Source: an optimization exercise on an open RTL-to-GDS flow (aim: small area, a short achievable clock period and few clock cycles). Production flows keep margins and buffers that such runs may drop.
No functional check of the RTL was part of any run shown here.
Power is estimated from default activity; no workload was simulated.

## flow/config.mk

```make
export PLATFORM = sky130hd
export DESIGN_NAME = kbd_scan_react
export DESIGN_NICKNAME = kbd_scan_react
export VERILOG_FILES = /design/flow/design.v
export SDC_FILE = /design/flow/constraint.sdc
export NUM_CORES = 8
export LEC_CHECK = 0
export CAP_MARGIN = 20
export CORE_MARGIN = 2
export CORE_UTILIZATION = 40
export PLACE_DENSITY = 0.6
export SLEW_MARGIN = 20
export SYNTH_HIERARCHICAL = 1
```

## flow/constraint.sdc

```tcl
create_clock -name core_clock -period 14.0 [get_ports {clk}]
set_input_delay 2.8000 -clock core_clock [delete_from_list [all_inputs] [get_ports {clk}]]
set_output_delay 2.8000 -clock core_clock [all_outputs]
set_load 0.01 [all_outputs]
```

## flow/design.v

```verilog
module kbd_scan_react (
    input  wire        clk,
    input  wire        rst,
    input  wire        cmd_valid,
    input  wire [7:0]  cmd,
    output wire        cmd_ready,
    output reg  [7:0]  row_n,
    input  wire [7:0]  col_n,
    input  wire [31:0] rnd_data,
    output reg         rnd_take,
    output wire [17:0] ev,
    output reg         led_valid,
    output reg  [23:0] led_data,
    output reg         draw_valid,
    output wire [1:0]  draw_sprite,
    output wire [2:0]  fault
);
    localparam [1:0] M_RAINBOW = 2'd0, M_LIGHTNING = 2'd1, M_CHASE = 2'd2, M_CHASE2 = 2'd3;
    localparam [3:0] S_IDLE = 4'd0,
                     S_SCAN = 4'd1,    
                     S_POP  = 4'd2,    
                     S_DBW  = 4'd3,    
                     S_LFW  = 4'd4,    
                     S_LF   = 4'd5,    
                     S_LW0  = 4'd6,    
                     S_LT0  = 4'd7,    
                     S_LW1  = 4'd8,    
                     S_LT1  = 4'd9,    
                     S_LR   = 4'd10,   
                     S_LR2  = 4'd11,   
                     S_LT2  = 4'd12,   
                     S_KW0  = 4'd13,   
                     S_KT0  = 4'd14,   
                     S_KT1  = 4'd15;   
    reg [3:0]  st;
    reg        rdy;
    reg        rdy_ok;       
    reg        f_proto, f_ill;
    reg [2:0]  sc_row;
    reg        row_on;
    reg [2:0]  ic;           
    reg [2:0]   phi;
    reg [63:0]  rs;          
    reg [255:0] rc;          
    reg [63:0]  rsn;         
    reg         lap0;        
    reg [3:0]   pass;        
    reg [7:0]   rhot;        
    reg [7:0]   pmask;       
    reg [7:0]   bvalid;
    reg [7:0]   bkind;
    reg [2:0]   brow;
    reg [7:0]   evrow;
    reg [7:0]   ev_r;        
    reg [59:0] lk;           
    reg [11:0] lt;           
    reg [1:0]  fk;           
    reg        fws;          
    reg [7:0]  ft;
    reg        fpend;        
    reg [6:0]  lcnt;
    reg [3:0]  cidx;
    reg [7:0]  cph;          
    reg [1:0]  mode;
    reg [3:0]  rsel;         
    reg [3:0]  jsel;         
    reg        lb;           
    reg        ldim;
    reg [7:0]  p0r;          
    reg [9:0]  a_p3;         
    reg        a_r0, a_r2;   
    reg [4:0]  a_k;          
    reg        a_fl;         
    reg        a_ty;         
    reg [1:0]  sprite;
    reg [31:0] dd;           
    reg x_ltf, x_lk, x_lm, x_dt, x_dk, x_lfin, x_lw;
    reg x_prev, x_prev2;     
    reg [3:0]  mnib;         
    reg [3:0]  macc;         
    reg [3:0]  mcnt;
    reg        mvalid;
    assign cmd_ready   = rdy;
    assign draw_sprite = sprite;
    assign fault       = {f_proto, f_ill, 1'b0};
    assign ev          = {ev_r[7:6], 5'd0, ev_r[5:3], 5'd0, ev_r[2:0]};
    wire [7:0]  u_s   = lap0 ? 8'd0  : rs[7:0];
    wire [31:0] u_c   = lap0 ? 32'd0 : rc[31:0];
    wire [7:0]  u_sn  = lap0 ? 8'd0  : rsn[7:0];
    wire        in_pass = (pass != 4'd0);
    reg  [7:0]  u_s2, u_fire, u_pend;
    reg  [31:0] u_c2;
    reg  [3:0]  uc;
    reg         udif;
    integer k;
    always @* begin
        for (k = 0; k < 8; k = k + 1) begin
            uc   = u_c[4*k +: 4];
            udif = u_sn[k] ^ u_s[k];
            u_fire[k] = udif & (uc == 4'd14);
            u_pend[k] = &uc;
            u_s2[k]   = u_s[k] ^ u_fire[k];
            u_c2[4*k +: 4] = udif ? ((&uc) ? 4'd1 : uc + 4'd1) : 4'd0;
        end
    end
    wire        u_fany   = |u_fire;
    reg         u_hot;
    always @* begin
        u_hot = 1'b0;
        for (k = 0; k < 8; k = k + 1)
            u_hot = u_hot | ((u_sn[k] ^ u_s[k]) & (u_c[4*k +: 4] == 4'd13));
    end
    wire [7:0]  lowmask  = (8'd1 << phi) - 8'd1;
    wire        ld_now   = !in_pass && (bvalid == 8'd0) && evrow[phi] && ((evrow & lowmask) == 8'd0);
    wire        q_any    = (bvalid != 8'd0) || (evrow != 8'd0);
    wire [7:0]  bmask    = (8'd1 << brow) - 8'd1;
    wire        pop_wait = (bvalid != 8'd0) ? ((pmask & bmask) != 8'd0) : ((pmask != 8'd0) || (evrow != 8'd0));
    reg [2:0] b_col;
    integer n;
    always @* begin
        b_col = 3'd0;
        for (n = 7; n >= 0; n = n - 1)
            if (bvalid[n]) b_col = n;
    end
    wire b_kind  = bkind[b_col];
    wire b_press = (bvalid != 8'd0) && b_kind;
    wire [2:0] sn_wp = sc_row - phi - 3'd1;
    wire       sample = (st == S_SCAN) && row_on;
    reg [7:0] bv_nx, evrow_nx, bkind_nx;
    reg [2:0] brow_nx;
    always @* begin
        bv_nx = bvalid; evrow_nx = evrow; bkind_nx = bkind; brow_nx = brow;
        if (in_pass) begin
            if (u_fany) begin
                if ((bvalid == 8'd0 && evrow == 8'd0) || (bvalid != 8'd0 && phi < brow)) begin
                    if (bvalid != 8'd0) evrow_nx[brow] = 1'b1;
                    brow_nx = phi; bv_nx = u_fire; bkind_nx = u_sn;
                end else
                    evrow_nx[phi] = 1'b1;
            end
        end else if (ld_now) begin
            brow_nx = phi; bv_nx = u_pend; bkind_nx = u_s;
            evrow_nx[phi] = 1'b0;
        end
    end
    wire [7:0] bv_pop = bvalid & ~(8'd1 << b_col);
    wire [7:0] ev_pop = (bvalid == 8'd0) ? 8'd0 : {1'b1, b_kind, brow, b_col};
    wire [3:0] m15   = (macc == 4'd15) ? 4'd0 : macc;
    wire [2:0] m5    = (m15 >= 4'd10) ? m15 - 4'd10 : (m15 >= 4'd5) ? m15 - 4'd5 : m15;
    wire [1:0] m3    = (m15 >= 4'd12) ? m15 - 4'd12 : (m15 >= 4'd9) ? m15 - 4'd9 :
                       (m15 >= 4'd6) ? m15 - 4'd6 : (m15 >= 4'd3) ? m15 - 4'd3 : m15;
    wire       r_trig = (mnib[1:0] == 2'd0) && (m5 == 3'd0);
    wire [1:0] m43   = (mnib[1:0] == 2'd3) ? 2'd0 : mnib[1:0];
    wire [2:0] jt    = {1'b0, m3} + 3'd3 - {1'b0, m43};
    wire [1:0] jq    = (jt >= 3'd3) ? jt[1:0] - 2'd3 : jt[1:0];
    wire [3:0] r_j   = {jq, mnib[1:0]};
    wire [4:0] ms1   = {1'b0, macc} + {1'b0, mnib};
    wire [3:0] ms3   = ms1[3:0] + {3'd0, ms1[4]};
    wire is_L   = (mode == M_LIGHTNING);
    wire is_C   = (mode == M_CHASE);
    wire [6:0] k_last  = (mode == M_CHASE2) ? 7'd99 : 7'd9;
    wire       lt_fire = (lcnt == k_last);
    wire       scan_go = (ic >= 3'd3) && !in_pass;
    wire frame_x = x_ltf | x_lk | x_lm | x_lfin | x_lw;
    wire lf_ok   = !frame_x && !x_prev && !x_prev2;
    wire dd_hit = x_dk ? 1'b0 : x_dt ? (dd == 32'd398) : (dd == 32'd399);
    wire [1:0] spr_t = (sprite == 2'd1) ? 2'd2 : 2'd1;
    wire [3:0] t_lk  = mvalid ? S_KT0 : S_KW0;
    wire [3:0] t_db  = in_pass ? S_DBW : S_IDLE;
    wire [3:0] t_pop = pop_wait ? S_POP : (b_press && is_L) ? t_lk : S_IDLE;
    wire [3:0] t_lt  = (lt_fire && is_L) ? (mvalid ? S_LT0 : S_LW0) : S_IDLE;
    wire [3:0] t_lkc = is_L ? t_lk : S_IDLE;
    wire [3:0] t_lf  = lf_ok ? S_LF : S_LFW;
    wire       pop_press = !pop_wait && b_press;
    reg [3:0] st_nx;
    reg       rdy_nx, rdyok_nx, take_nx, lfin_nx, lw_nx, lb_ld, ldim_ld, jsel_ld;
    reg [3:0] rsel_nx;
    reg [2:0] scrow_nx;
    reg [7:0] rown_nx;
    reg       rowon_nx;
    always @* begin
        st_nx = st; rdy_nx = rdy; rdyok_nx = rdy_ok; take_nx = 1'b0;
        lfin_nx = 1'b0; lw_nx = 1'b0; lb_ld = 1'b0; ldim_ld = 1'b0; jsel_ld = 1'b0;
        rsel_nx = rsel; scrow_nx = sc_row; rown_nx = row_n; rowon_nx = row_on;
        case (st)
        S_SCAN: begin
            if (row_on) begin
                rown_nx = 8'hFF; rowon_nx = 1'b0; scrow_nx = sc_row + 3'd1;
                if (sc_row == 3'd7) begin
                    st_nx = S_IDLE; rdy_nx = 1'b1; rdyok_nx = 1'b1;
                end
            end else if (scan_go) begin
                rown_nx = ~(8'd1 << sc_row); rowon_nx = 1'b1;
            end
        end
        S_DBW: if (!in_pass) begin
            st_nx = S_IDLE; rdy_nx = 1'b1; rdyok_nx = !q_any;
        end
        S_POP: if (!pop_wait) begin
            st_nx = t_pop; rdy_nx = (t_pop == S_IDLE); rdyok_nx = (t_pop == S_IDLE);
            take_nx = b_press && is_L && mvalid;
        end
        S_LFW: if (lf_ok) begin
            st_nx = S_LF; rsel_nx = 4'd2;
        end
        S_LF: begin
            if (rsel == 4'd12) begin
                st_nx = S_IDLE; rdy_nx = 1'b1; rdyok_nx = 1'b1; rsel_nx = 4'd1;
            end else
                rsel_nx = rsel + 4'd1;
        end
        S_LW0: if (mvalid) begin
            st_nx = S_LT0; take_nx = 1'b1;
        end
        S_LT0: begin
            if (r_trig)
                st_nx = S_LW1;
            else begin
                st_nx = S_IDLE; rdy_nx = 1'b1; rdyok_nx = 1'b1; lfin_nx = 1'b1;
            end
        end
        S_LW1: if (mvalid) begin
            st_nx = S_LT1; take_nx = 1'b1; rsel_nx = r_j;
        end
        S_LT1: begin
            st_nx = S_LR; rsel_nx = 4'd1; jsel_ld = 1'b1;
        end
        S_LR: begin
            st_nx = S_LR2; ldim_ld = 1'b1;
        end
        S_LR2: begin
            if (ldim) begin
                st_nx = S_LT2; take_nx = 1'b1;
            end else begin
                st_nx = S_IDLE; rdy_nx = 1'b1; rdyok_nx = 1'b1; lfin_nx = 1'b1;
            end
        end
        S_LT2: begin
            lb_ld = 1'b1;
            st_nx = S_IDLE; rdy_nx = 1'b1; rdyok_nx = 1'b1; lfin_nx = 1'b1; lw_nx = 1'b1;
        end
        S_KW0: if (mvalid) begin
            st_nx = S_KT0; take_nx = 1'b1;
        end
        S_KT0: begin
            st_nx = S_KT1; take_nx = 1'b1; jsel_ld = 1'b1;
        end
        S_KT1: begin
            lb_ld = 1'b1;
            st_nx = S_IDLE; rdy_nx = 1'b1; rdyok_nx = 1'b1; lw_nx = 1'b1;
        end
        default: ;
        endcase
    end
    wire pop_s = (st == S_POP) && !pop_wait;
    wire [3:0] st_d;
    wire       rdy_d, rdyok_d, fill_d, fproto_d, xltf_d, xlk_d, xlm_d, xdt_d, xdk_d;
    wire       dv_d, take_d, rowon_d;
    wire [3:0] pass_d;
    wire [6:0] lcnt_d;
    wire [1:0] mode_d, spr_d;
    wire [7:0] ev_d, bv_d, rown_d;
    wire [2:0] scrow_d;
    wire [3:0] rsel_d;
    wire       ledv_d;
    kbd_scan_react_cmd u_cmd (
        .cmd(cmd), .cmd_valid(cmd_valid), .rdy_ok(rdy_ok),
        .st_nx(st_nx), .t_db(t_db), .t_pop(t_pop), .t_lt(t_lt), .t_lkc(t_lkc), .t_lf(t_lf),
        .rdy_nx(rdy_nx), .rdyok_nx(rdyok_nx),
        .r_db(t_db == S_IDLE), .r_pop(t_pop == S_IDLE), .r_lt(t_lt == S_IDLE), .r_lkc(t_lkc == S_IDLE),
        .ro_db(!in_pass && !q_any),
        .f_ill(f_ill), .fproto_nx(f_proto || (st == S_DBW && !in_pass && q_any)),
        .db_proto(!in_pass && q_any),
        .pass_nx(in_pass ? pass - 4'd1 : (st == S_DBW && !q_any) ? 4'd8 : 4'd0),
        .lcnt(lcnt), .lcnt_lt(lt_fire ? 7'd0 : lcnt + 7'd1),
        .mode(mode),
        .ltf_lt(lt_fire && !is_L), .lk_lk(is_C), .lk_pop(pop_press && is_C),
        .xlk_nx(pop_s && b_press && is_C), .dk_pop(pop_press), .xdk_nx(pop_s && b_press),
        .spr_t(spr_t), .spr_nx((pop_s && b_press) ? spr_t : sprite), .dd_hit(dd_hit),
        .dv_nx(pop_s && b_press),
        .take_nx(take_nx), .take_lt(lt_fire && is_L && mvalid), .take_lk(is_L && mvalid),
        .take_pop(pop_press && is_L && mvalid),
        .pop_ok(!pop_wait), .ev_pop(ev_pop), .ev_nx(pop_s ? ev_pop : ev_r),
        .bv_pop(bv_pop), .bv_nx(pop_s ? bv_pop : bv_nx),
        .scrow_nx(scrow_nx), .rown_nx(rown_nx), .rowon_nx(rowon_nx), .scan_go(scan_go),
        .lf_ok(lf_ok), .rsel_nx(rsel_nx), .ledv_nx((st == S_LF) || (st == S_LFW && lf_ok)),
        .step_nx(a_step), .s_a(s_a), .z_a(z_a),
        .st_d(st_d), .rdy_d(rdy_d), .rdyok_d(rdyok_d), .fill_d(fill_d), .fproto_d(fproto_d),
        .pass_d(pass_d), .lcnt_d(lcnt_d), .mode_d(mode_d), .xltf_d(xltf_d), .xlk_d(xlk_d),
        .xlm_d(xlm_d), .xdt_d(xdt_d), .xdk_d(xdk_d), .spr_d(spr_d), .dv_d(dv_d), .take_d(take_d),
        .ev_d(ev_d), .bv_d(bv_d), .scrow_d(scrow_d), .rown_d(rown_d), .rowon_d(rowon_d),
        .rsel_d(rsel_d), .ledv_d(ledv_d), .n_a(n_a));
    wire a_step = (st == S_LF && rsel != 4'd12) || (st == S_LFW && lf_ok) || (st == S_LT1);
    wire       f_rb  = (fk == 2'd0);
    wire       f_c2  = (fk == 2'd3);
    wire [3:0] d0    = (f_c2 && cidx >= 4'd6) ? cidx - 4'd6 : cidx;
    wire [7:0] a0_p  = f_rb ? ft : cph - {4'd0, d0};
    wire [9:0] a0_p3 = {2'd0, p0r} + {1'd0, p0r, 1'b0};
    wire [3:0]  a_i   = rsel - 4'd1;
    wire [4:0]  a_ds  = {1'b0, cidx} - {1'b0, a_i};
    wire [3:0]  a_d12 = a_ds[4] ? a_ds[3:0] + 4'd12 : a_ds[3:0];
    wire [3:0]  a_d   = (f_c2 && a_d12 >= 4'd6) ? a_d12 - 4'd6 : a_d12;
    wire        a_m32 = (a_i == 4'd2) || (a_i == 4'd5) || (a_i == 4'd8) || (a_i == 4'd11);
    wire [10:0] a_dp3 = f_rb ? (fws ? (a_m32 ? 11'd66 : 11'd63) : 11'd0)
                             : (a_d == 4'd0) ? (f_c2 ? -11'd15 : -11'd33) : 11'd3;
    wire [10:0] a_s3  = {1'b0, a_p3} + a_dp3;
    wire [9:0]  a_p3n = {a_s3[10] ? 2'b10 : (a_s3[9:8] == 2'b11) ? 2'b00 : a_s3[9:8], a_s3[7:0]};
    wire [17:0] s_a   = {a_p3n, a_p3n < 10'd255, a_p3n >= 10'd510,
                         f_rb ? 5'd0 : lk[5*rsel +: 5], lt[rsel]};
    wire [17:0] z_a   = {a0_p3, a0_p3 < 10'd255, a0_p3 >= 10'd510,
                         f_rb ? 5'd0 : lk[4:0], lt[0]};
    wire [17:0] n_a;
    wire       b_r0  = a_r0;
    wire       b_r2  = a_r2;
    wire [7:0] b_3q  = a_p3[7:0] + {6'd0, b_r2, !b_r0 && !b_r2};
    wire [7:0] lo_v  = a_fl ? (a_ty ? 8'd128 : 8'd255) : b_3q;
    wire [7:0] hi_v  = a_fl ? 8'd255 : ~b_3q;
    wire [8:0] a_fd  = {a_k, 3'd0} + {2'd0, a_k, 1'b0};    
    wire [9:0] lo_d  = {2'd0, lo_v} - {1'b0, a_fd};
    wire [9:0] hi_d  = {2'd0, hi_v} - {1'b0, a_fd};
    wire [7:0] lo_f  = lo_d[9] ? 8'd0 : lo_d[7:0];
    wire [7:0] hi_f  = hi_d[9] ? 8'd0 : hi_d[7:0];
    wire [7:0] c_r   = (a_fl | b_r2) ? lo_f : b_r0 ? hi_f : 8'd0;
    wire [7:0] c_g   = a_fl ? lo_f : b_r0 ? 8'd0 : b_r2 ? hi_f : lo_f;
    wire [7:0] c_b   = (a_fl | !(b_r0 | b_r2)) ? hi_f : b_r0 ? lo_f : 8'd0;
    wire       c_dim = c_r < 8'd100;
    wire [3:0] cidx_next = (cidx == 4'd11) ? 4'd0 : cidx + 4'd1;
    wire [3:0] cidx_twin = (cidx_next >= 4'd6) ? cidx_next - 4'd6 : cidx_next + 4'd6;
    wire chase_upd = x_ltf & mode[1];
    wire l_clear   = x_lm & (mode != M_RAINBOW);
    wire l_fade    = chase_upd | x_lfin;
    reg [59:0] lk_n;
    reg [11:0] lt_n;
    reg        wr;
    integer i;
    always @* begin
        for (i = 0; i < 12; i = i + 1) begin
            wr = ((chase_upd | x_lk) & ((i == cidx_next) || (mode == M_CHASE2 && i == cidx_twin))) |
                 (x_lw & (i == jsel));
            lt_n[i] = (x_lw & (i == jsel)) ? lb : lt[i];
            if (l_clear)
                lk_n[5*i +: 5] = 5'd31;
            else if (wr)
                lk_n[5*i +: 5] = l_fade ? 5'd1 : 5'd0;
            else if (l_fade && lk[5*i +: 5] != 5'd31)
                lk_n[5*i +: 5] = lk[5*i +: 5] + 5'd1;
            else
                lk_n[5*i +: 5] = lk[5*i +: 5];
        end
    end
    always @(posedge clk) begin
        led_data <= {c_g, c_r, c_b};
        p0r  <= a0_p;
        {a_p3, a_r0, a_r2, a_k, a_ty} <= n_a;
        a_fl <= (fk == 2'd1);
        lt   <= lt_n;
        bkind <= bkind_nx;
        brow  <= brow_nx;
        if (jsel_ld) jsel <= r_j;
        if (lb_ld)   lb   <= rnd_data[0];
        if (ldim_ld) ldim <= c_dim;
        rs  <= {in_pass ? u_s2 : u_s, rs[63:8]};
        rc  <= {in_pass ? u_c2 : u_c, rc[255:32]};
        rsn <= {u_sn, rsn[63:8]};
        if (sample)
            rsn[8*sn_wp +: 8] <= ~col_n;
        if (rst) begin
            st <= S_IDLE; rdy <= 1'b1; rdy_ok <= 1'b1;
            f_proto <= 1'b0; f_ill <= 1'b0;
            sc_row <= 3'd0; row_on <= 1'b0; ic <= 3'd0; row_n <= 8'hFF;
            phi <= 3'd0; lap0 <= 1'b1; pass <= 4'd0; rhot <= 8'd0; pmask <= 8'd0;
            bvalid <= 8'd0; evrow <= 8'd0; ev_r <= 8'd0;
            lk <= {12{5'd31}}; fk <= 2'd1; fws <= 1'b0; ft <= 8'd255; fpend <= 1'b0;
            lcnt <= 7'd0; cidx <= 4'd0; cph <= 8'd255; mode <= M_RAINBOW;
            rsel <= 4'd1;
            sprite <= 2'd0; dd <= 32'd0;
            x_ltf <= 1'b0; x_lk <= 1'b0; x_lm <= 1'b0;
            x_dt <= 1'b0; x_dk <= 1'b0; x_lfin <= 1'b0; x_lw <= 1'b0; x_prev <= 1'b0; x_prev2 <= 1'b0;
            rnd_take <= 1'b0; led_valid <= 1'b0; draw_valid <= 1'b0;
            mcnt <= 4'd0; macc <= 4'd0; mvalid <= 1'b0;
        end else begin
            if (rnd_take) begin
                mcnt <= 4'd0; macc <= 4'd0; mvalid <= 1'b0;
            end else if (!mvalid) begin
                if (!mcnt[3]) begin
                    case (mcnt[2:0])
                    3'd0: mnib <= rnd_data[31:28];
                    3'd1: mnib <= rnd_data[27:24];
                    3'd2: mnib <= rnd_data[23:20];
                    3'd3: mnib <= rnd_data[19:16];
                    3'd4: mnib <= rnd_data[15:12];
                    3'd5: mnib <= rnd_data[11:8];
                    3'd6: mnib <= rnd_data[7:4];
                    default: mnib <= rnd_data[3:0];
                    endcase
                end
                if (mcnt != 4'd0)
                    macc <= ms3;
                if (mcnt[3])
                    mvalid <= 1'b1;
                else
                    mcnt <= mcnt + 4'd1;
            end
            ic <= row_on ? 3'd0 : (ic[2] ? 3'd4 : ic + 3'd1);
            phi   <= phi + 3'd1;
            if (phi == 3'd7) lap0 <= 1'b0;
            evrow <= evrow_nx;
            if (in_pass) begin
                rhot[phi]  <= u_hot;
                pmask[phi] <= 1'b0;
            end
            if (pass_d == 4'd8)
                pmask <= rhot;
            lk <= lk_n;
            if (x_lm) begin
                if (mode == M_RAINBOW)
                    fpend <= 1'b1;
                else begin
                    fk <= mode; cidx <= 4'd0; cph <= 8'd255;
                end
            end else if (chase_upd | x_lk) begin
                cidx <= cidx_next;
                cph  <= cph + 8'd1;
            end
            if (x_ltf && mode == M_RAINBOW) begin
                fk <= 2'd0;
                if (fpend) begin
                    fws <= 1'b1; ft <= 8'd0; fpend <= 1'b0;
                end else
                    ft <= ft + 8'd1;
            end
            if (x_dk)
                dd <= 32'd0;
            else if (x_dt)
                dd <= dd + 32'd1;
            x_prev  <= frame_x;
            x_prev2 <= x_prev;
            st      <= st_d;
            rdy     <= rdy_d;
            rdy_ok  <= rdyok_d;
            f_ill   <= fill_d;
            f_proto <= fproto_d;
            pass    <= pass_d;
            lcnt    <= lcnt_d;
            mode    <= mode_d;
            x_ltf   <= xltf_d;
            x_lk    <= xlk_d;
            x_lm    <= xlm_d;
            x_dt    <= xdt_d;
            x_dk    <= xdk_d;
            x_lfin  <= lfin_nx;
            x_lw    <= lw_nx;
            sprite  <= spr_d;
            draw_valid <= dv_d;
            rnd_take   <= take_d;
            ev_r    <= ev_d;
            bvalid  <= bv_d;
            sc_row  <= scrow_d;
            row_n   <= rown_d;
            row_on  <= rowon_d;
            rsel    <= rsel_d;
            led_valid <= ledv_d;
        end
    end
endmodule
module kbd_scan_react_cmd (
    input  wire [7:0] cmd,
    input  wire       cmd_valid,
    input  wire       rdy_ok,
    input  wire [3:0] st_nx, t_db, t_pop, t_lt, t_lkc, t_lf,
    input  wire       rdy_nx, rdyok_nx, r_db, r_pop, r_lt, r_lkc, ro_db,
    input  wire       f_ill, fproto_nx, db_proto,
    input  wire [3:0] pass_nx,
    input  wire [6:0] lcnt, lcnt_lt,
    input  wire [1:0] mode,
    input  wire       ltf_lt, lk_lk, lk_pop, xlk_nx, dk_pop, xdk_nx,
    input  wire [1:0] spr_t, spr_nx,
    input  wire       dd_hit, dv_nx,
    input  wire       take_nx, take_lt, take_lk, take_pop,
    input  wire       pop_ok,
    input  wire [7:0] ev_pop, ev_nx, bv_pop, bv_nx,
    input  wire [2:0] scrow_nx,
    input  wire [7:0] rown_nx,
    input  wire       rowon_nx, scan_go,
    input  wire       lf_ok,
    input  wire [3:0] rsel_nx,
    input  wire       ledv_nx, step_nx,
    input  wire [17:0] s_a, z_a,
    output wire [3:0] st_d,
    output wire       rdy_d, rdyok_d, fill_d, fproto_d,
    output wire [3:0] pass_d,
    output wire [6:0] lcnt_d,
    output wire [1:0] mode_d,
    output wire       xltf_d, xlk_d, xlm_d, xdt_d, xdk_d,
    output wire [1:0] spr_d,
    output wire       dv_d, take_d,
    output wire [7:0] ev_d, bv_d,
    output wire [2:0] scrow_d,
    output wire [7:0] rown_d,
    output wire       rowon_d,
    output wire [3:0] rsel_d,
    output wire       ledv_d,
    output wire [17:0] n_a
);
    wire ok     = cmd_valid & rdy_ok;
    wire a_scan = ok & (cmd == 8'h10);
    wire a_db   = ok & (cmd == 8'h20);
    wire a_pop  = ok & (cmd == 8'h21);
    wire a_lt   = ok & (cmd == 8'h30);
    wire a_lk   = ok & (cmd == 8'h31);
    wire a_lf   = ok & (cmd == 8'h32);
    wire a_lm   = ok & (cmd[7:2] == 6'b001101);
    wire a_dt   = ok & (cmd == 8'h40);
    wire a_dk   = ok & (cmd == 8'h41);
    wire a_ill  = ok & ~((cmd == 8'h10) | (cmd == 8'h20) | (cmd == 8'h21) | (cmd == 8'h30) |
                         (cmd == 8'h31) | (cmd == 8'h32) | (cmd[7:2] == 6'b001101) |
                         (cmd == 8'h40) | (cmd == 8'h41));
    assign st_d     = a_scan ? 4'd1 : a_db ? t_db : a_pop ? t_pop : a_lt ? t_lt :
                      a_lk ? t_lkc : a_lf ? t_lf : st_nx;
    assign rdy_d    = (a_scan | a_lf) ? 1'b0 : a_db ? r_db : a_pop ? r_pop : a_lt ? r_lt :
                      a_lk ? r_lkc : rdy_nx;
    assign rdyok_d  = (a_scan | a_lf | a_ill) ? 1'b0 : a_db ? ro_db : a_pop ? r_pop :
                      a_lt ? r_lt : a_lk ? r_lkc : rdyok_nx;
    assign fill_d   = f_ill | a_ill;
    assign fproto_d = fproto_nx | (a_db & db_proto);
    assign pass_d   = (a_db & ro_db) ? 4'd8 : pass_nx;
    assign lcnt_d   = a_lt ? lcnt_lt : a_lm ? 7'd0 : lcnt;
    assign mode_d   = a_lm ? cmd[1:0] : mode;
    assign xltf_d   = a_lt & ltf_lt;
    assign xlk_d    = (a_lk & lk_lk) | (a_pop & lk_pop) | xlk_nx;
    assign xlm_d    = a_lm;
    assign xdt_d    = a_dt;
    assign xdk_d    = a_dk | (a_pop & dk_pop) | xdk_nx;
    assign spr_d    = (a_dk | (a_pop & dk_pop)) ? spr_t : (a_dt & dd_hit) ? 2'd0 : spr_nx;
    assign dv_d     = a_dk | (a_dt & dd_hit) | (a_pop & dk_pop) | dv_nx;
    assign take_d   = (a_lt & take_lt) | (a_lk & take_lk) | (a_pop & take_pop) | take_nx;
    assign ev_d     = (a_pop & pop_ok) ? ev_pop : ev_nx;
    assign bv_d     = (a_pop & pop_ok) ? bv_pop : bv_nx;
    assign scrow_d  = a_scan ? 3'd0 : scrow_nx;
    assign rown_d   = a_scan ? (scan_go ? 8'hFE : 8'hFF) : rown_nx;
    assign rowon_d  = a_scan ? scan_go : rowon_nx;
    wire   lf_go    = a_lf & lf_ok;
    assign rsel_d   = lf_go ? 4'd2 : rsel_nx;
    assign ledv_d   = lf_go | ledv_nx;
    assign n_a      = (lf_go | step_nx) ? s_a : z_a;
endmodule
```

## flow/flow/run.sh

```bash
#!/bin/bash
# Standard ORFS layout (standard synthesis, unchanged). Timing repair aims at a
# larger setup slack than the default so that the achieved period is short.
set -euo pipefail
bash standard.sh SETUP_SLACK_MARGIN=10 CTS_CLUSTER_SIZE=24 CTS_CLUSTER_DIAMETER=70 finish > standard.log 2>&1
```

## flow/standard.sh

```bash
#!/bin/bash
# synth_recipe.tcl (not shown) runs the flow's synth.tcl, then flattens the netlist and writes it again
# the make line also repeats each setting of config.mk as NAME=value (left out here)
make -C /OpenROAD-flow-scripts/flow DESIGN_CONFIG=/design/flow/config.mk WORK_HOME=/design/flow/orfs CLKGATE_MAP_FILE= SYNTH_SCRIPT=/design/flow/synth_recipe.tcl "${@:-finish}"
```

==> results of run 1 <==
[metal layers]
metal  wire (um)  vias to the layer above  GRT usage
li1            -                    11421          -
met5          40                        -          0
met4        1857                        6    0.05636
met3        2921                      116    0.02752
met2       33240                      427     0.3024
met1       33720                    10775     0.2394
[power breakdown]
part	switching, mW	leakage (nW)	total [mW]	internal [mW]
sequential	0.0251	5.62	2.03	2.00
clock	0.750	0.727	1.40	0.653
combinational	0.234	6.85	0.435	0.201
[area by class of cell]
class / count / area [um^2]
antenna: 2 / 5.005
clock buffer: 50 / 1155
sequential: 691 / 14230
inverter: 115 / 451.7
multi-input combinational: 2262 / 15860
tap: 978 / 1224
timing repair buffer: 167 / 1458
clock inverter: 24 / 359.1
fill: 7157 / 40950
[per-module statistics from Yosys (local to each module, per instance)]
module / times used / flip-flops and latches / cells inside / cell area, um^2
kbd_scan_react_cmd: 1 / 0 / 196 / 1567
kbd_scan_react: 1 / 691 / 2994 / 28870
[layout by cell type (no fill, tap or decap), types with 40 or more instances in the layout]
master,n
a21oi_1,153
o21ai_0,183
buf_4,59
nand2_1,302
clkbuf_16,45
nand3_1,105
inv_1,107
a22o_1,47
ha_1,147
nand2b_1,51
xor2_1,77
xnor2_1,47
nor2_1,248
nor3_1,50
mux2i_1,56
dfxtp_1,624
nor2b_1,96
clkdlybuf4s50_1,40
and3_1,45
[through the flow]
| stage | total power [mW] | util |
|---|---|---|
| detailed placement | 2.448 | 0.4288 |
| finish | 3.867 | 0.4590 |
| floorplan | 2.355 | - |
| global placement | 2.445 | 0.4288 |
| global route | 4.035 | 0.4590 |
| CTS | 3.886 | 0.4560 |
[critical path: cells and delay by family (launching register included)]
kind,cells,cell delay [ps]
mux,4,920
flops,1,390
compound gates,8,1490
fa+ha+maj,4,1190
buf+inv,3,140
simple gates,5,1070
[repair_timing]
item | in CTS | in global routing
endpoints found under the setup margin | 166 | 128
resized for setup | 261 | 65
pin swaps | 41 | 17
cloned | 1 | 0
buffers inserted | 40 | 14
hold buffers | 0 | 0
[logic make-up (layout without fill, tap and decap cells)]
family          Yosys count  count (layout)  share of synthesized area
simple gates           1128            1128                     0.1873
flops                   691             691                     0.4653
compound gates          680             680                     0.1436
buf+inv                 254             356                    0.03486
fa+ha+maj               170             170                    0.07260
mux                     138             138                    0.05874
xor+xnor                127             127                    0.03729
other cells               2              21                  0.0002467
[worst paths after layout]
kind | cells after the start | to | from | slack (ps)
setup / recovery | 24 | a_r2 | rsel[0] | 8700
hold / removal | 0 | rs[2] | rs[10] | 320
setup reg to reg | 24 | a_r2 | rsel[0] | 8700
hold reg to reg | 0 | rs[2] | rs[10] | 320
[registers in the layout, indices dropped and copies added (netlist names), 7 cells and up]
register	cells
rc	256
bvalid	8
lk	60
a_p3	10
ft	8
rs	64
lcnt	7
rsn	64
evrow	8
p0r	8
pmask	8
lt	12
row_n	8
led_data	24
bkind	8
dd	32
rhot	8
ev_r	8
cph	8
==> metrics.md, run 1 <==
| Metric | Value |
|---|---|
| Worst slew pin tran | `1067 ps` |
| Vias | `22745` |
| WL/cell | `16.74 um` |
| Clock latency (worst-skew pair) | `640 ps` |
| Clock tree root buffer cell | `clkbuf_16` |
| Power per Cell Area | `111.3 nW/um^2` |
| Top_reg_cell synth | `dfxtp_1` |
| Share of layout cells above drive strength 1 | `0.1351` |
| Hold Path Class | `flip-flop to flip-flop` |
| Pre-antenna DRT Iters | `5` |
| Area delta synth->final | `14.15%` |
| H-tree levels | `2` |
| Cell mode on critical path | `ha_4` |
| Synth top area cells | `dfxtp_1 (43%), ha_1 (6.5%), nand2_1 (3.8%)` |
| Fmax | `188.6 MHz` |
| Iter 0 DRT Violations | `1558` |
| Critical path arrival | `5810 ps` |
| CORE AREA | `75700 um^2` |
| Die Y | `279.8 um` |
| Lkg Pwr | `13.19 nW` |
| Post-synth top area share | `0.4328` |
| Cts bufs inserted | `45` |
| Non-Filler Instances | `4289` |
| Max-cap violation count | `0` |
| Post-synth EDFFs | `33` |
| Crit end category | `flip-flop` |
| RSZ-0062 raised after global routing | `yes` |
| Mapped Cells | `3190` |
| Vias in the first global route | `21365` |
| CTS tree | `yes` |
| Grt ovf | `0` |
| Commonest cells in the netlist | `dfxtp_1 (658), nand2_1 (307), nor2_1 (252)` |
| Maximum vdd drop | `102.4 uV` |
| Finished layout cell area | `34740 um^2` |
| DIE WIDTH | `279.8 um` |
| Period utilization | `0.3786` |
| Dpl cell area | `32460 um^2` |
| Initial Util | `0.4021` |
| Tmin final | `5301 ps` |
| ANT nets after route | `0` |
| Synth async-reset ratio | `0` |
| Startpoint Class | `flip-flop` |
| Mapped Area | `30440 um^2` |
| GPL Wtd Cong | `0.8741` |
| Total length of routed wires | `71780 um` |
| Synth Register Bits | `691` |
| Clock slew at reported path FFs | `90 ps` |
| Final HPWL DP | `49680 um` |
| WP data required | `14510 ps` |
| Cell at the slowest stage of the critical path | `dfxtp_4` |
| Final setup fails | `0` |
| Seq/Total Area, Yosys | `0.4653` |
| Clk_skew | `39.20 ps` |
| Fin Setup TNS | `0 ps` |
| Distinct cells, synth | `101` |
| Initial antenna violation count | `6` |
| First-pass GRT wire length | `115400 um` |
| Bufs on Longest Clock Path | `3` |
| Leading area contributor after synthesis | `dfxtp_1` |
| Cells along the critical path | `inv_8 -> ha_4 -> inv_4 -> fa_2 -> nor2b_4 -> mux2_4 -> mux2_4 -> o22ai_4 -> inv_2 -> ha_4 -> nor4b_4 -> mux2i_1 -> a21oi_2 -> o21ai_4 -> o311ai_4 -> ha_4 -> a31oi_4 -> and3_1 -> and4b_2 -> or2_4 -> a32oi_2 -> a21boi_1 -> a211o_1 -> mux2_2` |
| Top-count cell post-synth | `dfxtp_1` |
| DRC | `0` |
| Via density | `5.303` |
| Relative slew margins | `0.2890` |
| Fin. Hold Viols | `0` |
| Largest net degree at the start of global routing | `71` |
| Die area | `78310 um^2` |
| Synth Warn # | `7` |
| GR Util All Layers | `0.1806` |
| Status | `finished clean` |
| Clk sinks | `691` |
| Ports | `110` |
| Slew Viols, Final | `0` |
| Row cnt | `101` |
| Fin nets | `3503` |
| Max incr delay on CP | `390 ps` |
| Cells after DPL | `4158` |
| Setup ws final | `8699 ps` |
| Hold WS | `317.1 ps` |
| Critical Path Fanout Max | `6` |
| Syn avg cell area | `9.541 um^2` |
| Post-Place Setup Slack | `7755 ps` |
| Setup CP Type | `flip-flop to flip-flop` |
| IO buf count | `98` |
==> inputs of run 2 (changes only) <==
--- a/flow/design.v
+++ b/flow/design.v
@@ -47,6 +47,10 @@
     reg [3:0]   pass;        
     reg [7:0]   rhot;        
     reg [7:0]   pmask;       
+    reg         prv;
+    reg         bpre;        
+    reg [2:0]   prow;
+    reg [7:0]   evok;
     reg [7:0]   bvalid;
     reg [7:0]   bkind;
     reg [2:0]   brow;
@@ -69,9 +73,11 @@
     reg [7:0]  p0r;          
     reg [9:0]  a_p3;         
     reg        a_r0, a_r2;   
-    reg [4:0]  a_k;          
+    reg [8:0]  a_fd;         
     reg        a_fl;         
     reg        a_ty;         
+    reg [3:0]  a_d;          
+    reg [1:0]  a_m3;         
     reg [1:0]  sprite;
     reg [31:0] dd;           
     reg x_ltf, x_lk, x_lm, x_dt, x_dk, x_lfin, x_lw;
@@ -112,9 +118,12 @@
     end
     wire [7:0]  lowmask  = (8'd1 << phi) - 8'd1;
     wire        ld_now   = !in_pass && (bvalid == 8'd0) && evrow[phi] && ((evrow & lowmask) == 8'd0);
-    wire        q_any    = (bvalid != 8'd0) || (evrow != 8'd0);
+    wire        fcast    = prv && !in_pass;
+    wire [7:0]  rb       = fcast ? 8'd0 : bvalid;
+    wire        q_any    = (rb != 8'd0) || (evrow != 8'd0);
     wire [7:0]  bmask    = (8'd1 << brow) - 8'd1;
-    wire        pop_wait = (bvalid != 8'd0) ? ((pmask & bmask) != 8'd0) : ((pmask != 8'd0) || (evrow != 8'd0));
+    wire        pop_wait = (rb != 8'd0) ? ((pmask & bmask) != 8'd0) : ((pmask != 8'd0) || (evrow != 8'd0));
+    wire        fc_on    = !in_pass && (bvalid == 8'd0 || prv) && (evrow == 8'd0);
     reg [2:0] b_col;
     integer n;
     always @* begin
@@ -123,7 +132,7 @@
             if (bvalid[n]) b_col = n;
     end
     wire b_kind  = bkind[b_col];
-    wire b_press = (bvalid != 8'd0) && b_kind;
+    wire b_press = (rb != 8'd0) && b_kind;
     wire [2:0] sn_wp = sc_row - phi - 3'd1;
     wire       sample = (st == S_SCAN) && row_on;
     reg [7:0] bv_nx, evrow_nx, bkind_nx;
@@ -131,7 +140,7 @@
     always @* begin
         bv_nx = bvalid; evrow_nx = evrow; bkind_nx = bkind; brow_nx = brow;
         if (in_pass) begin
-            if (u_fany) begin
+            if (u_fany && !(bpre && phi == prow)) begin
                 if ((bvalid == 8'd0 && evrow == 8'd0) || (bvalid != 8'd0 && phi < brow)) begin
                     if (bvalid != 8'd0) evrow_nx[brow] = 1'b1;
                     brow_nx = phi; bv_nx = u_fire; bkind_nx = u_sn;
@@ -141,10 +150,47 @@
         end else if (ld_now) begin
             brow_nx = phi; bv_nx = u_pend; bkind_nx = u_s;
             evrow_nx[phi] = 1'b0;
+        end else if (fc_on) begin
+            if (u_fany && (!prv || phi <= brow)) begin
+                brow_nx = phi; bv_nx = u_fire; bkind_nx = u_sn;
+            end else if (prv && phi == brow)
+                bv_nx = 8'd0;
         end
+        if (sample && fc_on && brow_nx == sc_row)
+            bv_nx = 8'd0;
     end
-    wire [7:0] bv_pop = bvalid & ~(8'd1 << b_col);
-    wire [7:0] ev_pop = (bvalid == 8'd0) ? 8'd0 : {1'b1, b_kind, brow, b_col};
+    reg prv_nx, bpre_nx;
+    always @* begin
+        prv_nx = prv && !in_pass; bpre_nx = bpre;
+        if (in_pass) begin
+            if (pass == 4'd1)
+                bpre_nx = 1'b0;
+        end else if (fc_on) begin
+            if (u_fany && (!prv || phi <= brow)) begin
+                prv_nx = 1'b1; bpre_nx = 1'b1;
+            end else if (prv && phi == brow)
+                prv_nx = 1'b0;
+        end
+        if (sample && fc_on && brow_nx == sc_row)
+            prv_nx = 1'b0;
+        if (!in_pass && !prv_nx && bpre && (prv || fc_on))
+            bpre_nx = 1'b0;
+    end
+    reg [7:0] evok_nx;
+    always @* begin
+        evok_nx = evok;
+        if (in_pass)
+            evok_nx = 8'd0;
+        else begin
+            if (prv && !prv_nx) evok_nx = evok & bmask;
+            if (fc_on && (!prv || phi <= brow)) evok_nx[phi] = 1'b1;
+            if (sample) evok_nx[sc_row] = 1'b0;
+        end
+    end
+    wire [7:0] bmask_nx = (8'd1 << brow_nx) - 8'd1;
+    wire [7:0] pm_load  = rhot & ~(evok_nx & (prv_nx ? (bmask_nx | (8'd1 << brow_nx)) : 8'hFF));
+    wire [7:0] bv_pop = (rb == 8'd0) ? bv_nx : bvalid & ~(8'd1 << b_col);
+    wire [7:0] ev_pop = (rb == 8'd0) ? 8'd0 : {1'b1, b_kind, brow, b_col};
     wire [3:0] m15   = (macc == 4'd15) ? 4'd0 : macc;
     wire [2:0] m5    = (m15 >= 4'd10) ? m15 - 4'd10 : (m15 >= 4'd5) ? m15 - 4'd5 : m15;
     wire [1:0] m3    = (m15 >= 4'd12) ? m15 - 4'd12 : (m15 >= 4'd9) ? m15 - 4'd9 :
@@ -261,6 +307,7 @@
     wire [1:0] mode_d, spr_d;
     wire [7:0] ev_d, bv_d, rown_d;
     wire [2:0] scrow_d;
+    wire [7:0] pmask_d;
     wire [3:0] rsel_d;
     wire       ledv_d;
     kbd_scan_react_cmd u_cmd (
@@ -283,39 +330,40 @@
         .pop_ok(!pop_wait), .ev_pop(ev_pop), .ev_nx(pop_s ? ev_pop : ev_r),
         .bv_pop(bv_pop), .bv_nx(pop_s ? bv_pop : bv_nx),
         .scrow_nx(scrow_nx), .rown_nx(rown_nx), .rowon_nx(rowon_nx), .scan_go(scan_go),
+        .rhot(pm_load),
+        .pmask_nx((st == S_DBW && !in_pass && !q_any) ? pm_load :
+                  in_pass ? (pmask & ~(8'd1 << phi)) : pmask),
         .lf_ok(lf_ok), .rsel_nx(rsel_nx), .ledv_nx((st == S_LF) || (st == S_LFW && lf_ok)),
         .step_nx(a_step), .s_a(s_a), .z_a(z_a),
         .st_d(st_d), .rdy_d(rdy_d), .rdyok_d(rdyok_d), .fill_d(fill_d), .fproto_d(fproto_d),
         .pass_d(pass_d), .lcnt_d(lcnt_d), .mode_d(mode_d), .xltf_d(xltf_d), .xlk_d(xlk_d),
         .xlm_d(xlm_d), .xdt_d(xdt_d), .xdk_d(xdk_d), .spr_d(spr_d), .dv_d(dv_d), .take_d(take_d),
         .ev_d(ev_d), .bv_d(bv_d), .scrow_d(scrow_d), .rown_d(rown_d), .rowon_d(rowon_d),
-        .rsel_d(rsel_d), .ledv_d(ledv_d), .n_a(n_a));
+        .rsel_d(rsel_d), .pmask_d(pmask_d), .ledv_d(ledv_d), .n_a(n_a));
     wire a_step = (st == S_LF && rsel != 4'd12) || (st == S_LFW && lf_ok) || (st == S_LT1);
     wire       f_rb  = (fk == 2'd0);
     wire       f_c2  = (fk == 2'd3);
     wire [3:0] d0    = (f_c2 && cidx >= 4'd6) ? cidx - 4'd6 : cidx;
     wire [7:0] a0_p  = f_rb ? ft : cph - {4'd0, d0};
     wire [9:0] a0_p3 = {2'd0, p0r} + {1'd0, p0r, 1'b0};
-    wire [3:0]  a_i   = rsel - 4'd1;
-    wire [4:0]  a_ds  = {1'b0, cidx} - {1'b0, a_i};
-    wire [3:0]  a_d12 = a_ds[4] ? a_ds[3:0] + 4'd12 : a_ds[3:0];
-    wire [3:0]  a_d   = (f_c2 && a_d12 >= 4'd6) ? a_d12 - 4'd6 : a_d12;
-    wire        a_m32 = (a_i == 4'd2) || (a_i == 4'd5) || (a_i == 4'd8) || (a_i == 4'd11);
-    wire [10:0] a_dp3 = f_rb ? (fws ? (a_m32 ? 11'd66 : 11'd63) : 11'd0)
+    wire [10:0] a_dp3 = f_rb ? (fws ? ((a_m3 == 2'd2) ? 11'd66 : 11'd63) : 11'd0)
                              : (a_d == 4'd0) ? (f_c2 ? -11'd15 : -11'd33) : 11'd3;
     wire [10:0] a_s3  = {1'b0, a_p3} + a_dp3;
     wire [9:0]  a_p3n = {a_s3[10] ? 2'b10 : (a_s3[9:8] == 2'b11) ? 2'b00 : a_s3[9:8], a_s3[7:0]};
-    wire [17:0] s_a   = {a_p3n, a_p3n < 10'd255, a_p3n >= 10'd510,
-                         f_rb ? 5'd0 : lk[5*rsel +: 5], lt[rsel]};
-    wire [17:0] z_a   = {a0_p3, a0_p3 < 10'd255, a0_p3 >= 10'd510,
-                         f_rb ? 5'd0 : lk[4:0], lt[0]};
-    wire [17:0] n_a;
+    wire [3:0]  a_dn  = (a_d == 4'd0) ? (f_c2 ? 4'd5 : 4'd11) : a_d - 4'd1;
+    wire [1:0]  a_m3n = (a_m3 == 2'd2) ? 2'd0 : a_m3 + 2'd1;
+    wire [4:0]  s_k   = f_rb ? 5'd0 : lk[5*rsel +: 5];
+    wire [4:0]  z_k   = f_rb ? 5'd0 : lk[4:0];
+    wire [27:0] s_a   = {a_p3n, a_p3n < 10'd255, a_p3n >= 10'd510,
+                         {1'b0, s_k, 3'd0} + {3'd0, s_k, 1'b0}, lt[rsel], a_dn, a_m3n};
+    wire [27:0] z_a   = {a0_p3, a0_p3 < 10'd255, a0_p3 >= 10'd510,
+                         {1'b0, z_k, 3'd0} + {3'd0, z_k, 1'b0}, lt[0], d0, 2'd0};
+    wire [27:0] n_a;
     wire       b_r0  = a_r0;
     wire       b_r2  = a_r2;
     wire [7:0] b_3q  = a_p3[7:0] + {6'd0, b_r2, !b_r0 && !b_r2};
     wire [7:0] lo_v  = a_fl ? (a_ty ? 8'd128 : 8'd255) : b_3q;
     wire [7:0] hi_v  = a_fl ? 8'd255 : ~b_3q;
-    wire [8:0] a_fd  = {a_k, 3'd0} + {2'd0, a_k, 1'b0};    
     wire [9:0] lo_d  = {2'd0, lo_v} - {1'b0, a_fd};
     wire [9:0] hi_d  = {2'd0, hi_v} - {1'b0, a_fd};
     wire [7:0] lo_f  = lo_d[9] ? 8'd0 : lo_d[7:0];
@@ -351,10 +399,11 @@
     always @(posedge clk) begin
         led_data <= {c_g, c_r, c_b};
         p0r  <= a0_p;
-        {a_p3, a_r0, a_r2, a_k, a_ty} <= n_a;
+        {a_p3, a_r0, a_r2, a_fd, a_ty, a_d, a_m3} <= n_a;
         a_fl <= (fk == 2'd1);
         lt   <= lt_n;
         bkind <= bkind_nx;
+        if (fc_on) prow <= brow_nx;
         brow  <= brow_nx;
         if (jsel_ld) jsel <= r_j;
         if (lb_ld)   lb   <= rnd_data[0];
@@ -369,6 +418,7 @@
             f_proto <= 1'b0; f_ill <= 1'b0;
             sc_row <= 3'd0; row_on <= 1'b0; ic <= 3'd0; row_n <= 8'hFF;
             phi <= 3'd0; lap0 <= 1'b1; pass <= 4'd0; rhot <= 8'd0; pmask <= 8'd0;
+            prv <= 1'b0; bpre <= 1'b0; evok <= 8'd0;
             bvalid <= 8'd0; evrow <= 8'd0; ev_r <= 8'd0;
             lk <= {12{5'd31}}; fk <= 2'd1; fws <= 1'b0; ft <= 8'd255; fpend <= 1'b0;
             lcnt <= 7'd0; cidx <= 4'd0; cph <= 8'd255; mode <= M_RAINBOW;
@@ -405,12 +455,12 @@
             phi   <= phi + 3'd1;
             if (phi == 3'd7) lap0 <= 1'b0;
             evrow <= evrow_nx;
-            if (in_pass) begin
-                rhot[phi]  <= u_hot;
-                pmask[phi] <= 1'b0;
-            end
-            if (pass_d == 4'd8)
-                pmask <= rhot;
+            if (in_pass)
+                rhot[phi] <= u_hot;
+            pmask <= pmask_d;
+            prv   <= prv_nx;
+            bpre  <= bpre_nx;
+            evok  <= evok_nx;
             lk <= lk_n;
             if (x_lm) begin
                 if (mode == M_RAINBOW)
@@ -482,10 +532,11 @@
     input  wire [2:0] scrow_nx,
     input  wire [7:0] rown_nx,
     input  wire       rowon_nx, scan_go,
+    input  wire [7:0] rhot, pmask_nx,
     input  wire       lf_ok,
     input  wire [3:0] rsel_nx,
     input  wire       ledv_nx, step_nx,
-    input  wire [17:0] s_a, z_a,
+    input  wire [27:0] s_a, z_a,
     output wire [3:0] st_d,
     output wire       rdy_d, rdyok_d, fill_d, fproto_d,
     output wire [3:0] pass_d,
@@ -499,8 +550,9 @@
     output wire [7:0] rown_d,
     output wire       rowon_d,
     output wire [3:0] rsel_d,
+    output wire [7:0] pmask_d,
     output wire       ledv_d,
-    output wire [17:0] n_a
+    output wire [27:0] n_a
 );
     wire ok     = cmd_valid & rdy_ok;
     wire a_scan = ok & (cmd == 8'h10);
@@ -524,6 +576,7 @@
     assign fill_d   = f_ill | a_ill;
     assign fproto_d = fproto_nx | (a_db & db_proto);
     assign pass_d   = (a_db & ro_db) ? 4'd8 : pass_nx;
+    assign pmask_d  = (a_db & ro_db) ? rhot : pmask_nx;
     assign lcnt_d   = a_lt ? lcnt_lt : a_lm ? 7'd0 : lcnt;
     assign mode_d   = a_lm ? cmd[1:0] : mode;
     assign xltf_d   = a_lt & ltf_lt;
==> flow/flow/run.sh (replaced) <==
#!/bin/bash
# Standard ORFS layout with the standard synthesis, unchanged.  Timing repair
# aims at a larger setup slack than the default so that the achieved period is
# short; the clock tree uses larger leaf clusters; ports get plain buffers.
set -euo pipefail
bash standard.sh SETUP_SLACK_MARGIN=10 CTS_CLUSTER_SIZE=24 CTS_CLUSTER_DIAMETER=70 \
    "BUFFER_PORTS_ARGS=-buffer_cell sky130_fd_sc_hd__buf_2" finish > standard.log 2>&1
==> run 2 against run 1 <==
- critical path depth shrank 17
- still clean on timing, DRC and antenna
- critical endpoint is now pmask[5]
- cell count up 6.2%
- largest cell class unchanged
- combinational power increased to 2.6 times the previous value
==> metrics.md, run 2 <==
| Metric | Value |
|---|---|
| Share of layout cells above drive strength 1 | `0.1447 (+0.009564)` |
| Clk sinks | `714 (+3.3%)` |
| Hold Path Class | `flip-flop to flip-flop` |
| Tmin final | `4058 ps (-1243 ps)` |
| Initial Util | `0.4054 (+0.003322)` |
| Min-Delay Endpoint | `rc[60]` |
| Initial antenna violation count | `4 (-2)` |
| Vias in the first global route | `22936 (+7.4%)` |
| Fin nets | `3709 (+5.9%)` |
| Leading area contributor after synthesis | `dfxtp_1` |
| Clock tree root buffer cell | `clkbuf_16` |
| Detail Route met2 WL | `35590 um (+7.1%)` |
| Routed length on met3 | `4002 um (+37%)` |
| Synth Register Bits | `714 (+3.3%)` |
| Die area | `82480 um^2 (+5.3%)` |
| Largest net degree at the start of global routing | `83 (+17%)` |
| Maximum vdd drop | `109.8 uV (+7.2%)` |
| Largest Register | `rc` |
| Critical Path Fanout Max | `5 (-1)` |
| Top Layer Used | `met5` |
| Ports | `110 (unchanged)` |
| GPL Wtd Cong | `0.8850 (+1.2%)` |
| Commonest non-fill, non-tap cell in the layout | `dfxtp_1` |
| Synth top area cells | `dfxtp_1 (42%), ha_1 (6.5%), o21ai_0 (3.3%)` |
| Worst flop-to-flop path startpoint | `phi[1]` |
| Syn avg cell area | `9.494 um^2 (-0.50%)` |
| CTS Hold Buffers Added | `0 (unchanged)` |
| Die Y | `287.2 um (+2.6%)` |
| M1 WL | `35640 um (+5.7%)` |
| Synth async-reset ratio | `0 (unchanged)` |
| Max FFs per register | `256 (unchanged)` |
| CORE AREA | `79130 um^2 (+4.5%)` |
| Fin. Hold Viols | `0 (unchanged)` |
| Hold path depth | `0 (unchanged)` |
| Commonest cells in the netlist | `dfxtp_1 (681), nor2_1 (283), nand2_1 (276)` |
| R2R cell count | `16 (-33%)` |
| Grt ovf | `0 (unchanged)` |
| WP data required | `14490 ps (-20 ps)` |
| Vias | `24361 (+7.1%)` |
| Post-synth top area share | `0.4250 (-0.007810)` |
| Pre-antenna DRT Iters | `5 (unchanged)` |
| RSZ-0062 raised after global routing | `yes` |
| Bufs on Longest Clock Path | `3 (unchanged)` |
| Post-synth EDFFs | `33 (unchanged)` |
| IO buf count | `98 (unchanged)` |
| Status | `finished clean` |
| DRC | `0 (unchanged)` |
| Via density | `5.347 (+0.83%)` |
| Clock latency (worst-skew pair) | `620 ps (-20 ps)` |
| Iter 0 DRT Violations | `1506 (-3.3%)` |
| Seq/Total Area, Yosys | `0.4559 (-0.009478)` |
| Crit end category | `flip-flop` |
| Biggest registers after layout | `rc x256, rs x64, rsn x64` |
| Worst slew pin tran | `1051 ps (-15.21 ps)` |
| Period utilization | `0.2899 (-0.08878)` |
| Clk_skew | `39.27 ps (+0.07240 ps)` |
| Fin Setup TNS | `0 ps (unchanged)` |
| Total length of routed wires | `77670 um (+8.2%)` |
| Startpoint Class | `primary input` |
| Top_reg_cell synth | `dfxtp_1` |
| Mapped Cells | `3379 (+5.9%)` |
| Relative slew margins | `0.2917 (+0.002732)` |
| Clock slew at reported path FFs | `90 ps (about the same)` |
| Register-to-Register Setup Slack | `10090 ps (+1390 ps)` |
| CTS tree | `yes` |
| Synth Warn # | `7 (unchanged)` |
| Lkg Pwr | `13.75 nW (+4.3%)` |
| Max-cap violation count | `0 (unchanged)` |
| WL/cell | `17.05 um (+1.9%)` |
| Cts bufs inserted | `44 (-2.2%)` |
| Top-count cell post-synth | `dfxtp_1` |
| Row cnt | `103 (+2.0%)` |
| ANT nets after route | `0 (unchanged)` |
| Mapped Area | `32080 um^2 (+5.4%)` |
| Min-delay src | `rc[92]` |
| Reg2reg end | `pmask[5]` |
| Fmax | `246.4 MHz (+31%)` |
| First-pass GRT wire length | `123200 um (+6.7%)` |
| Hold WS | `309.3 ps (-7.806 ps)` |
| Setup CP Type | `primary input to flip-flop` |
| Critical path arrival | `4550 ps (-1260 ps)` |
| GR Util All Layers | `0.1833 (+0.002716)` |
| Commonest non-fill, non-tap cells in the layout | `dfxtp_1 (662), nor2_1 (280), nand2_1 (271), o21ai_0 (207), ha_1 (159)` |
| Slew Viols, Final | `0 (unchanged)` |
| Power per Cell Area | `128.5 nW/um^2 (+15%)` |
| Final HPWL DP | `55000 um (+11%)` |
| Area delta synth->final | `12.66%` |
| H-tree levels | `2 (unchanged)` |
| Distinct cells, synth | `104 (+3.0%)` |
| Final setup fails | `0 (unchanged)` |
| DIE WIDTH | `287.2 um (+2.6%)` |
-- run 2: cell count changes in the layout (fill, tap and decap cells not counted), moves of 18 or more --
cell,delta
o21ai_0,+24
nor2_1,+32
or2_2,+22
buf_2,+58
clkdlybuf4s50_1,-40
nand2_1,-31
buf_4,+18
dfxtp_1,+38
-- run 2: modules after synthesis (local to each module, per instance) --
module,flip-flops and latches,cells
kbd_scan_react,714,3167
kbd_scan_react_cmd,0,212
-- run 2: worst max path at each step --
| stage | cells past startpoint | end | from |
|---|---|---|---|
| final | 7 | pmask[5] | cmd[6] |
| after global routing | 7 | pmask[1] | cmd[6] |
| after CTS | 7 | pmask[5] | cmd[3] |
| after global placement | 6 | a_r0 | cmd[7] |
| after detailed placement | 18 | st[1] | pass[0] |
| after floorplan | 7 | bvalid[1] | cmd[3] |
-- run 2: critical path, cell delays in order --
cell and delay, ps:
buf_8 100, or4b_4 590, buf_12 160, nor3_4 280, nand2_4 160, mux2_4 340
nor2b_4 120
-- run 2: repair_timing --
item                                    in CTS  in global routing
pin swaps                                   14                 26
resized for setup                           92                 86
cloned                                       3                  1
endpoints found under the setup margin     164                 82
setup buffers                               29                 36
-- run 2: kinds of logic (layout without fill, tap and decap cells) --
family          Yosys count  in the layout  share of synthesized area
flops                   714            714                     0.4559
xor+xnor                144            144                    0.03932
simple gates           1160           1162                     0.1834
other cells               2             22                  0.0002341
compound gates          742            742                     0.1502
buf+inv                 277            382                    0.03588
mux                     162            162                    0.06311
fa+ha+maj               178            178                    0.07200
-- run 2: per-layer routing --
layer  global-route usage  vias to the layer above
li1                     -                    12162
met2               0.3027                      561
met3              0.02603                      143
met4              0.05755                        6
met5                    0                        -
met1               0.2475                    11489
-- run 2: per-stage QoR --
| step | instance area, um^2 | power (mW) | util | cells | setup WS [ps] |
|---|---|---|---|---|---|
| 2_1_floorplan | 32250 | 2.901 | - | 3398 | 9543 |
| 3_3_place_gp | 33470 | 3.136 | 0.4230 | 4415 | 8958 |
| 3_5_place_dp | 33470 | 3.144 | 0.4230 | 4415 | 8874 |
| 4_1_cts | 35500 | 4.568 | 0.4487 | 4518 | 9989 |
| 5_1_grt | 36140 | 4.875 | 0.4567 | 4555 | 9927 |
| 6_report | 36140 | 4.642 | 0.4567 | 4556 | 9942 |
-- run 2: where the power goes --
| part | internal [mW] | switching (mW) |
|---|---|---|
| combinational | 0.441 | 0.690 |
| sequential | 2.09 | 0.0532 |
| clock | 0.634 | 0.732 |
-- run 2: final cells by class --
cell class,count,area [um^2]
inverter,132,524.3
multi-input combinational,2409,16870
sequential,714,14680
antenna,1,2.502
tap,1050,1314
clock inverter,20,230.2
timing repair buffer,179,1333
clock buffer,51,1189
fill,7614,42990

[re-timing with driven ports]
How much do the figures lean on ideal ports? The routed layouts below were timed once more, with nothing changed but the port constraints.
Step 1, drivers: a clkbuf_16 drives clk and a buf_2 each remaining input, both assumed.
Step 2 moves the port delays by t, midway between the first and last clock arrival at a register: inputs arrive t later, outputs are due t later. That takes back most of the time a late clock gives input paths.
a / b / c = ideal / step 1 / step 2; a / b = the first two.
| run | shift t [ns] | setup WS [ns] | worst hold slack (ns) |
|---|---|---|---|
| run 1 | 0.682 | 8.699 / 8.699 / 8.699 | 0.317 / 0.317 / 0.317 |
| run 2 | 0.653 | 9.942 / 9.928 / 9.276 | 0.309 / 0.309 / 0.309 |
After both steps every run listed still meets setup and hold. For run 2, which loses most, drivers alone change the setup slack by -0.014 ns; drivers and shift together by -0.666 ns.
